This design comes from an exercise in tuning for small area and a short achievable clock period on the open sky130 flow, not from production work. In this exercise RTL edits were held to simulation tests only and were not proved equivalent to the original. Power figures rest on the tool's default switching activity, not on a simulated workload.

// fp32_add
module fp32_add (
    input  wire        clk,
    input  wire        rst,         
    input  wire        in_valid,
    input  wire [31:0] a,
    input  wire [31:0] b,
    output reg         out_valid,
    output reg  [31:0] y
);
Size in the first run: ~1400 cells after synthesis, about 240 flip-flops, about 100 I/O pins, ~13000 um2 of cells after synthesis.
==> flow/config.mk <==
export PLATFORM = sky130hd
export DESIGN_NAME = fp32_add
export DESIGN_NICKNAME = fp32_add
export VERILOG_FILES = /design/flow/design.v
export SDC_FILE = /design/flow/constraint.sdc
export NUM_CORES = 4
export LEC_CHECK = 0
export CAP_MARGIN = 20
export CORE_MARGIN = 2
export CORE_UTILIZATION = 40
export SLEW_MARGIN = 20
==> flow/constraint.sdc <==
create_clock -name core_clock -period 17.0 [get_ports {clk}]
set_input_delay 3.4000 -clock core_clock [delete_from_list [all_inputs] [get_ports {clk}]]
set_output_delay 3.4000 -clock core_clock [all_outputs]
set_load 0.01 [all_outputs]
standard.sh (not shown) runs the stock make flow with config.mk's settings and CLKGATE_MAP_FILE= SYNTH_SCRIPT=/design/flow/synth_recipe.tcl, a recipe that flattens the netlist after the stock synthesis.
==> flow/flow/run.sh <==
#!/bin/bash
# The standard ORFS layout (standard.sh, unchanged synthesis), with extra
# make settings from flow/knobs.txt (one VAR=value per line):
#  - BUFFER_PORTS_ARGS: the cell used for the input/output port buffers;
#  - CTS_ARGS: clock tree buffers and clustering.
# Each step's full output goes to its own log file in this folder.
set -euo pipefail
{
  echo '#!/bin/bash'
  echo 'mapfile -t EXTRA < <(grep -v "^#" flow/knobs.txt | grep .)'
  tail -n +2 standard.sh | sed 's|"\${@:-finish}"|"${EXTRA[@]}" "${@:-finish}"|'
} > standard_knobs.sh
grep -q 'EXTRA\[@\]' standard_knobs.sh
cp standard_knobs.sh standard_knobs.sh.log
for step in synth floorplan place cts route finish; do
  bash standard_knobs.sh $step > $step.log 2>&1
done
test -f out/final.def
==> flow/flow/knobs.txt <==
SETUP_SLACK_MARGIN=12.65
BUFFER_PORTS_ARGS=-buffer_cell sky130_fd_sc_hd__buf_1
CTS_ARGS=-sink_clustering_enable -repair_clock_nets -dont_use_dummy_load -buf_list sky130_fd_sc_hd__clkbuf_8 -root_buf sky130_fd_sc_hd__clkbuf_16 -tree_buf sky130_fd_sc_hd__clkbuf_16 -sink_clustering_buffer sky130_fd_sc_hd__clkbuf_8 -sink_clustering_size 14 -sink_clustering_max_diameter 45
Edit:
--- a/flow/flow/knobs.txt
+++ b/flow/flow/knobs.txt
@@ -3,0 +4 @@
+PLACE_DENSITY=0.8
What happened:
- combinational power hardly moves
- flip-flop and latch count is unchanged
- total power falls by 1.4%
Edit:
==> flow/flow/knobs.txt (replaced) <==
SETUP_SLACK_MARGIN=12.7
BUFFER_PORTS_ARGS=-buffer_cell sky130_fd_sc_hd__buf_1
CTS_ARGS=-sink_clustering_enable -repair_clock_nets -dont_use_dummy_load -buf_list sky130_fd_sc_hd__clkbuf_16 -sink_clustering_size 24 -sink_clustering_max_diameter 60
The new run completed without violations.
Hold slack hardly moves.
Global-route usage rose by 0.83 points.
Total power rose by about 5.4%.
Wire length rose by about 4%.
Area after synthesis does not change.
Clock skew rose by 5.4 ps.
Combinational power rose by 3.1%.
Edit:
==> flow/flow/knobs.txt (replaced) <==
SETUP_SLACK_MARGIN=12.65
BUFFER_PORTS_ARGS=-buffer_cell sky130_fd_sc_hd__buf_1
CTS_ARGS=-sink_clustering_enable -repair_clock_nets -dont_use_dummy_load -buf_list sky130_fd_sc_hd__clkbuf_8 -root_buf sky130_fd_sc_hd__clkbuf_16 -tree_buf sky130_fd_sc_hd__clkbuf_16 -sink_clustering_buffer sky130_fd_sc_hd__clkbuf_8 -sink_clustering_size 17 -sink_clustering_max_diameter 58
PLACE_DENSITY=0.7
What happened: The changed run ran to the end with no violations; maximum frequency increases by about 0.8%; core utilization decreases by 1.3 points; power decreases by about 6%; sequential cell count is unchanged; design area decreases by about 3%; clock power decreases by about 26%; sequential share of layout area increases by 0.94 points; synthesized area is unchanged; clock skew stays flat; worst setup slack gains 33 ps; global-route usage decreases by 0.78 points.
Edit:
==> flow/flow/knobs.txt (replaced) <==
SETUP_SLACK_MARGIN=12.7
BUFFER_PORTS_ARGS=-buffer_cell sky130_fd_sc_hd__buf_1
CTS_ARGS=-sink_clustering_enable -repair_clock_nets -dont_use_dummy_load -buf_list sky130_fd_sc_hd__clkbuf_8 -sink_clustering_size 14 -sink_clustering_max_diameter 45
ABC_AREA=1
- clock power increases by 26%
- wire length increases by 21%
- non-clock buffer count increases by 15
- setup slack degrades by 25 ps
- global-route usage increases by 3.2 points
Edit:
==> flow/flow/knobs.txt (replaced) <==
SETUP_SLACK_MARGIN=12.6
BUFFER_PORTS_ARGS=-buffer_cell sky130_fd_sc_hd__buf_1
CTS_ARGS=-sink_clustering_enable -repair_clock_nets -dont_use_dummy_load -buf_list sky130_fd_sc_hd__clkbuf_8 -root_buf sky130_fd_sc_hd__clkbuf_16 -tree_buf sky130_fd_sc_hd__clkbuf_16 -sink_clustering_buffer sky130_fd_sc_hd__clkbuf_8 -sink_clustering_size 17 -sink_clustering_max_diameter 58
PLACE_DENSITY=0.7
Outcome: The changed run completed without violations; final cell count came out lower by 20%; via count went down by 15%; die area falls by 2.3%; wire length shrinks by 16%; count of clock-buffer cells in the layout went down by 15.

---

## job 7693
The RTL this note starts from:
==> flow/design.v <==
module fp32_add (
    input  wire        clk,
    input  wire        rst,         
    input  wire        in_valid,
    input  wire [31:0] a,
    input  wire [31:0] b,
    output reg         out_valid,
    output reg  [31:0] y
);
    reg v0, v1, v2, v3;
    always @(posedge clk) begin
        if (rst) begin
            v0 <= 1'b0; v1 <= 1'b0; v2 <= 1'b0; v3 <= 1'b0;
            out_valid <= 1'b0;
        end else begin
            v0 <= in_valid; v1 <= v0; v2 <= v1; v3 <= v2;
            out_valid <= v3;
        end
    end
    reg [31:0] a0, b0;
    always @(posedge clk) begin
        a0 <= a;
        b0 <= b;
    end
    wire [7:0]  ea = a0[30:23];
    wire [7:0]  eb = b0[30:23];
    wire        a_max = &ea;
    wire        b_max = &eb;
    wire        a_fz  = ~|a0[22:0];
    wire        b_fz  = ~|b0[22:0];
    wire        a_nan = a_max & ~a_fz;
    wire        special = a_max | b_max;
    wire        inf_inf_opp = a_max & b_max & a_fz & b_fz & (a0[31] ^ b0[31]);
    wire        b_larger = {b0[30:0], a0[31]} > {a0[30:0], 1'b0};
    wire        swap = b_larger & ~a_nan;
    wire [31:0] big = swap ? b0 : a0;
    wire [31:0] sml = swap ? a0 : b0;
    wire [7:0]  xa   = {ea[7:1], ea[0] | ~|ea};
    wire [7:0]  xb   = {eb[7:1], eb[0] | ~|eb};
    wire [8:0]  d_ab = {1'b0, xa} - {1'b0, xb};
    wire        neg  = d_ab[8];
    wire        sat  = neg ? ~&d_ab[7:5] : |d_ab[7:5];
    wire [4:0]  t    = (d_ab[4:0] ^ {5{neg}}) | {5{sat}};
    wire [23:0] m_s  = {|sml[30:23], sml[22:0]} & {24{~special}};
    wire [25:0] m_s1 = (t[0] & neg) ? {2'b00, m_s} :
                       (t[0] | neg) ? {1'b0, m_s, 1'b0} : {m_s, 2'b00};
    reg  [7:0]  r1_e;       
    reg  [22:0] r1_f;       
    reg         r1_s;       
    reg  [25:0] r1_m;       
    reg  [3:0]  r1_d;       
    reg         r1_sub;
    always @(posedge clk) begin
        r1_e   <= big[30:23];
        r1_f   <= big[22:0] | {inf_inf_opp, 22'd0};
        r1_s   <= big[31] & ~inf_inf_opp;
        r1_m   <= m_s1;
        r1_d   <= t[4:1];
        r1_sub <= a0[31] ^ b0[31];
    end
    wire [7:0]  x_big = {r1_e[7:1], r1_e[0] | ~|r1_e};
    wire [26:0] m_big = {|r1_e, r1_f, 3'b000};
    wire [26:0] m_sml = {r1_m, 1'b0};
    wire [4:0]  sh    = {r1_d, 1'b0};
    wire [26:0] v  = m_sml >> sh;
    wire        st = |(m_sml & ~(27'h7FFFFFF << sh));
    wire [26:0] m_al = {v[26:1], v[0] | st};
    function [27:0] add28;
        input [26:0] x;
        input [26:0] z;
        input        cin;
        reg   [27:0] g, p, gg, pp;
        integer l, i, j;
        begin
            g  = {1'b0, x & z, cin};
            p  = {1'b0, x ^ z, 1'b0};
            gg = g;
            pp = p;
            for (l = 0; l < 5; l = l + 1)
                for (i = 0; i < 28; i = i + 1)
                    if ((i >> l) & 1) begin
                        j = ((i >> l) << l) - 1;
                        gg[i] = gg[i] | (pp[i] & gg[j]);
                        pp[i] = pp[i] & pp[j];
                    end
            add28 = {gg[27], p[27:1] ^ gg[26:0]};
        end
    endfunction
    wire [27:0] s_sum = add28(m_big, m_al ^ {27{r1_sub}}, r1_sub);
    reg  [27:0] r2_sum;
    reg  [7:0]  r2_x1;      
    reg         r2_s;
    always @(posedge clk) begin
        r2_sum <= {s_sum[27] ^ r1_sub, s_sum[26:0]};
        r2_x1  <= x_big + 8'd1;
        r2_s   <= r1_s;
    end
    wire [28:0] mk_sh  = 29'h10000000 >> r2_x1[4:0];
    wire [27:0] marker = (r2_x1 <= 8'd28) ? mk_sh[27:0] : 28'd0;
    wire [27:0] lzin   = r2_sum | marker;
    function [4:0] lzc28;
        input [27:0] v;
        integer i;
        reg found;
        begin
            lzc28 = 5'd0;
            found = 1'b0;
            for (i = 27; i >= 0; i = i - 1) begin
                if (!found && v[i]) begin
                    lzc28 = 5'd27 - i[4:0];
                    found = 1'b1;
                end
            end
        end
    endfunction
    wire [4:0]  n     = lzc28(lzin);
    wire [27:0] norm  = r2_sum << n;
    wire        ovf   = r2_sum[27] & (&r2_x1);
    reg  [7:0]  r3_x1;
    reg  [4:0]  r3_n;
    reg         r3_h;       
    reg  [22:0] r3_f;
    reg         r3_g, r3_t;
    reg         r3_s;
    always @(posedge clk) begin
        r3_x1 <= r2_x1;
        r3_n  <= n;
        r3_h  <= norm[27];
        r3_f  <= norm[26:4] & {23{~ovf}};
        r3_g  <= norm[3] & ~ovf;
        r3_t  <= |norm[2:0];
        r3_s  <= r2_s;
    end
    wire [7:0]  e_pre   = (r3_x1 - {3'd0, r3_n}) & {8{r3_h}};
    wire        inc     = r3_g & (r3_f[0] | r3_t);
    wire [30:0] rounded = {e_pre, r3_f} + {30'd0, inc};
    always @(posedge clk)
        y <= {r3_s, rounded};
endmodule
==> flow/config.mk <==
export PLATFORM = sky130hd
export DESIGN_NAME = fp32_add
export DESIGN_NICKNAME = fp32_add
export VERILOG_FILES = /design/flow/design.v
export SDC_FILE = /design/flow/constraint.sdc
export NUM_CORES = 4
export LEC_CHECK = 0
export CAP_MARGIN = 20
export CORE_MARGIN = 2
export CORE_UTILIZATION = 40
export SLEW_MARGIN = 20
==> flow/constraint.sdc <==
create_clock -name core_clock -period 17.0 [get_ports {clk}]
set_input_delay 3.4000 -clock core_clock [delete_from_list [all_inputs] [get_ports {clk}]]
set_output_delay 3.4000 -clock core_clock [all_outputs]
set_load 0.01 [all_outputs]
==> flow/flow/knobs.txt <==
SETUP_SLACK_MARGIN=12.65
BUFFER_PORTS_ARGS=-buffer_cell sky130_fd_sc_hd__buf_1
CTS_ARGS=-sink_clustering_enable -repair_clock_nets -dont_use_dummy_load -buf_list sky130_fd_sc_hd__clkbuf_8 -root_buf sky130_fd_sc_hd__clkbuf_16 -tree_buf sky130_fd_sc_hd__clkbuf_16 -sink_clustering_buffer sky130_fd_sc_hd__clkbuf_8 -sink_clustering_size 17 -sink_clustering_max_diameter 58
PLACE_DENSITY=0.7
GPL_ROUTABILITY_DRIVEN=0
Scripts as last shown in full above: flow/flow/run.sh
Per the final summary, job 7693 finished and its layout is clean on timing, DRC and antenna.
For job 6801, these inputs were changed with respect to job 7693:
==> flow/flow/knobs.txt <==
SETUP_SLACK_MARGIN=12.7
BUFFER_PORTS_ARGS=-buffer_cell sky130_fd_sc_hd__buf_1
CTS_ARGS=-sink_clustering_enable -repair_clock_nets -dont_use_dummy_load -buf_list sky130_fd_sc_hd__clkbuf_8 -sink_clustering_size 14 -sink_clustering_max_diameter 45
CORE_UTILIZATION=70
PLACE_DENSITY=0.75
==> results.txt <==
Post-layout instance area across job 6801 and job 7693: no real change.
In job 6801, the non-clock buffer count came out 13 above the value in job 7693.
For signed area change from the synthesized netlist to the final layout, job 6801 and job 7693 come out practically identical.
Compared to job 7693, job 6801 has number of global-route vias before repair 7.5% higher.
Between job 7693 and job 6801, wire length of the first global-routing pass increased.
Modified inputs, job 6329 compared to job 6801
==> flow/flow/knobs.txt <==
SETUP_SLACK_MARGIN=12.65
BUFFER_PORTS_ARGS=-buffer_cell sky130_fd_sc_hd__buf_1
CTS_ARGS=-sink_clustering_enable -repair_clock_nets -dont_use_dummy_load -buf_list sky130_fd_sc_hd__clkbuf_8 -root_buf sky130_fd_sc_hd__clkbuf_16 -tree_buf sky130_fd_sc_hd__clkbuf_16 -sink_clustering_buffer sky130_fd_sc_hd__clkbuf_8 -sink_clustering_size 20 -sink_clustering_max_diameter 70
### Flow results
Compared job 6329 vs job 6801, and logic gate share of total power is up in job 6329.
Compared with job 6801, job 6329 shows share of the cycle needed by the critical path after routing lower by 0.42 points.
Job 6329 vs job 6801 — met1 routed wirelength after detailed routing climbed by a few percent
Compared job 6801 against job 6329; count of sequential standard cells within noise.
Comparing fmax for job 6329 and job 6801, the smaller number came from job 6801.
Number of max-cap violations across job 6329 and job 6801: no real change.
On count of clock-buffer cells in the layout, the lower figure sits with job 6329, not job 6801.
diff inputs: job 6329 => job 2005
==> flow/flow/knobs.txt <==
SETUP_SLACK_MARGIN=12.7
BUFFER_PORTS_ARGS=-buffer_cell sky130_fd_sc_hd__buf_1
CTS_ARGS=-sink_clustering_enable -repair_clock_nets -dont_use_dummy_load -buf_list {sky130_fd_sc_hd__clkbuf_8 sky130_fd_sc_hd__clkbuf_16} -sink_clustering_size 16 -sink_clustering_max_diameter 50
### Flow results
[job 2005] final worst-path setup slack fell 0.021 ns relative to job 6329
Fraction of standard cell area that is sequential (job 2005 over job 6329): decrease, 0.92 points
Compared job 6329 against job 2005; critical path depth within noise.
Routed wire in job 2005 totals more than in job 6329.
Job 6329 and job 2005 ended up with nearly the same cell area reported after detailed placement.
| cell count after synthesis | job 2005 vs job 6329 | ≈ equal |
Relative to job 6329, cell count has increased by about 0.3% in job 2005.
Job 2005: post-placement worst setup slack is 0.090 ns lower than what job 6329 reported.
> inputs changed (job 2005 -> job 2305)
==> flow/flow/knobs.txt <==
SETUP_SLACK_MARGIN=12.65
BUFFER_PORTS_ARGS=-buffer_cell sky130_fd_sc_hd__buf_1
CTS_ARGS=-sink_clustering_enable -repair_clock_nets -dont_use_dummy_load -buf_list sky130_fd_sc_hd__clkbuf_8 -root_buf sky130_fd_sc_hd__clkbuf_16 -tree_buf sky130_fd_sc_hd__clkbuf_16 -sink_clustering_buffer sky130_fd_sc_hd__clkbuf_8 -sink_clustering_size 17 -sink_clustering_max_diameter 58
PLACE_DENSITY=0.7
CAP_MARGIN=5
SLEW_MARGIN=5
### Flow results
Job 2005: done, clean on timing, DRC and antenna. Job 2305 went all the way through the flow, and no timing, DRC or antenna check failed. In job 2305, worst setup slack is higher than in job 2005. Total area of multi-input combinational cells down about 0.9% in job 2305 wrt job 2005. Per the comparison of job 2305 with job 2005, proportion of cell area occupied by multi-input gates now sits higher, final wirelength now sits lower, power attributed to sequential cells now sits lower, worst slew slack as a fraction of its limit now sits lower.

---

// fp32_add: RTL as listed in full above, without the edits since
export LEC_CHECK = 0
export CAP_MARGIN = 20
export CORE_MARGIN = 2
export CORE_UTILIZATION = 40
export SLEW_MARGIN = 20
create_clock -name core_clock -period 17.0 [get_ports {clk}]
==> flow/flow/knobs.txt <==
SETUP_SLACK_MARGIN=12.65
BUFFER_PORTS_ARGS=-buffer_cell sky130_fd_sc_hd__buf_1
CTS_ARGS=-sink_clustering_enable -repair_clock_nets -dont_use_dummy_load -buf_list sky130_fd_sc_hd__clkbuf_8 -root_buf sky130_fd_sc_hd__clkbuf_16 -tree_buf sky130_fd_sc_hd__clkbuf_16 -sink_clustering_buffer sky130_fd_sc_hd__clkbuf_8 -sink_clustering_size 17 -sink_clustering_max_diameter 58
Scripts as last shown in full above: flow/flow/run.sh
The first run ran to the end with no violations.
Rerun with:
==> flow/flow/knobs.txt (replaced) <==
SETUP_SLACK_MARGIN=12.65
BUFFER_PORTS_ARGS=-buffer_cell sky130_fd_sc_hd__buf_1
CTS_ARGS=-sink_clustering_enable -repair_clock_nets -dont_use_dummy_load -buf_list sky130_fd_sc_hd__clkbuf_8 -root_buf sky130_fd_sc_hd__clkbuf_16 -tree_buf sky130_fd_sc_hd__clkbuf_16 -sink_clustering_buffer sky130_fd_sc_hd__clkbuf_8 -sink_clustering_size 14 -sink_clustering_max_diameter 45
PLACE_DENSITY=0.7
Effect: Sequential share of layout area stays flat. Utilization barely changes. Design area stays flat. Global-route usage fell by 0.67 points. Synthesized cell count stays the same. Count of clock-buffer cells in the layout came out higher by 5. Non-clock buffer count decreases by 4.
Rerun with:
==> flow/flow/knobs.txt (replaced) <==
SETUP_SLACK_MARGIN=12.7
BUFFER_PORTS_ARGS=-buffer_cell sky130_fd_sc_hd__buf_1
CTS_ARGS=-sink_clustering_enable -repair_clock_nets -dont_use_dummy_load -buf_list sky130_fd_sc_hd__clkbuf_8 -sink_clustering_size 14 -sink_clustering_max_diameter 45
After rerunning: The changed run finished clean. Setup slack is worse by 85 ps. Worst hold slack barely changes. Wire length is higher by about 5%. Sequential power is higher by about 0.5%. Fmax is lower by 1.9%. Final cell count is about the same.

-- what the ideal ports hide --
How much do the figures lean on ideal ports? The routed layouts below were timed once more, with nothing changed but the port constraints. Step 1, drivers: a clkbuf_16 drives clk and a buf_2 each remaining input, both assumed. Step 2 moves the port delays by t, midway between the first and last clock arrival at a register: inputs arrive t later, outputs are due t later. That takes back most of the time a late clock gives input paths. a / b / c = no drivers / after step 1 / after step 2; a / b = the first two.
| run | t, ns | setup slack, ns | worst setup path after step 2 |
|---|---|---|---|
| the first run of note 1 | 0.543 | 12.653 / 12.597 / 12.702 | register to register |
| the second run of note 1 | 0.522 | 12.662 / 12.613 / 12.662 | register to register |
| the third run of note 1 | 0.551 | 12.631 / 12.583 / 12.828 | register to register |
| the fourth run of note 1 | 0.535 | 12.664 / 12.611 / 12.831 | register to register |
| the fifth run of note 1 | 0.559 | 12.639 / 12.594 / 13.027 | register to register |
| the sixth run of note 1 | 0.530 | 12.666 / 12.614 / 12.753 | register to register |
| job 7693 | 0.522 | 12.665 / 12.615 / 12.773 | register to register |
| job 6801 | 0.592 | 12.581 / 12.539 / 12.707 | register to register |
| job 6329 | 0.519 | 12.652 / 12.596 / 12.768 | register to register |
| job 2005 | 0.566 | 12.632 / 12.583 / 12.753 | register to register |
| job 2305 | 0.535 | 12.664 / 12.611 / 12.831 | register to register |
| the first run of note 3 | 0.520 | 12.650 / 12.598 / 12.790 | register to register |
| the second run of note 3 | 0.538 | 12.665 / 12.615 / 12.809 | register to register |
| the third run of note 3 | 0.614 | 12.580 / 12.531 / 12.867 | register to register |
After both steps setup and hold are still met in every run listed.
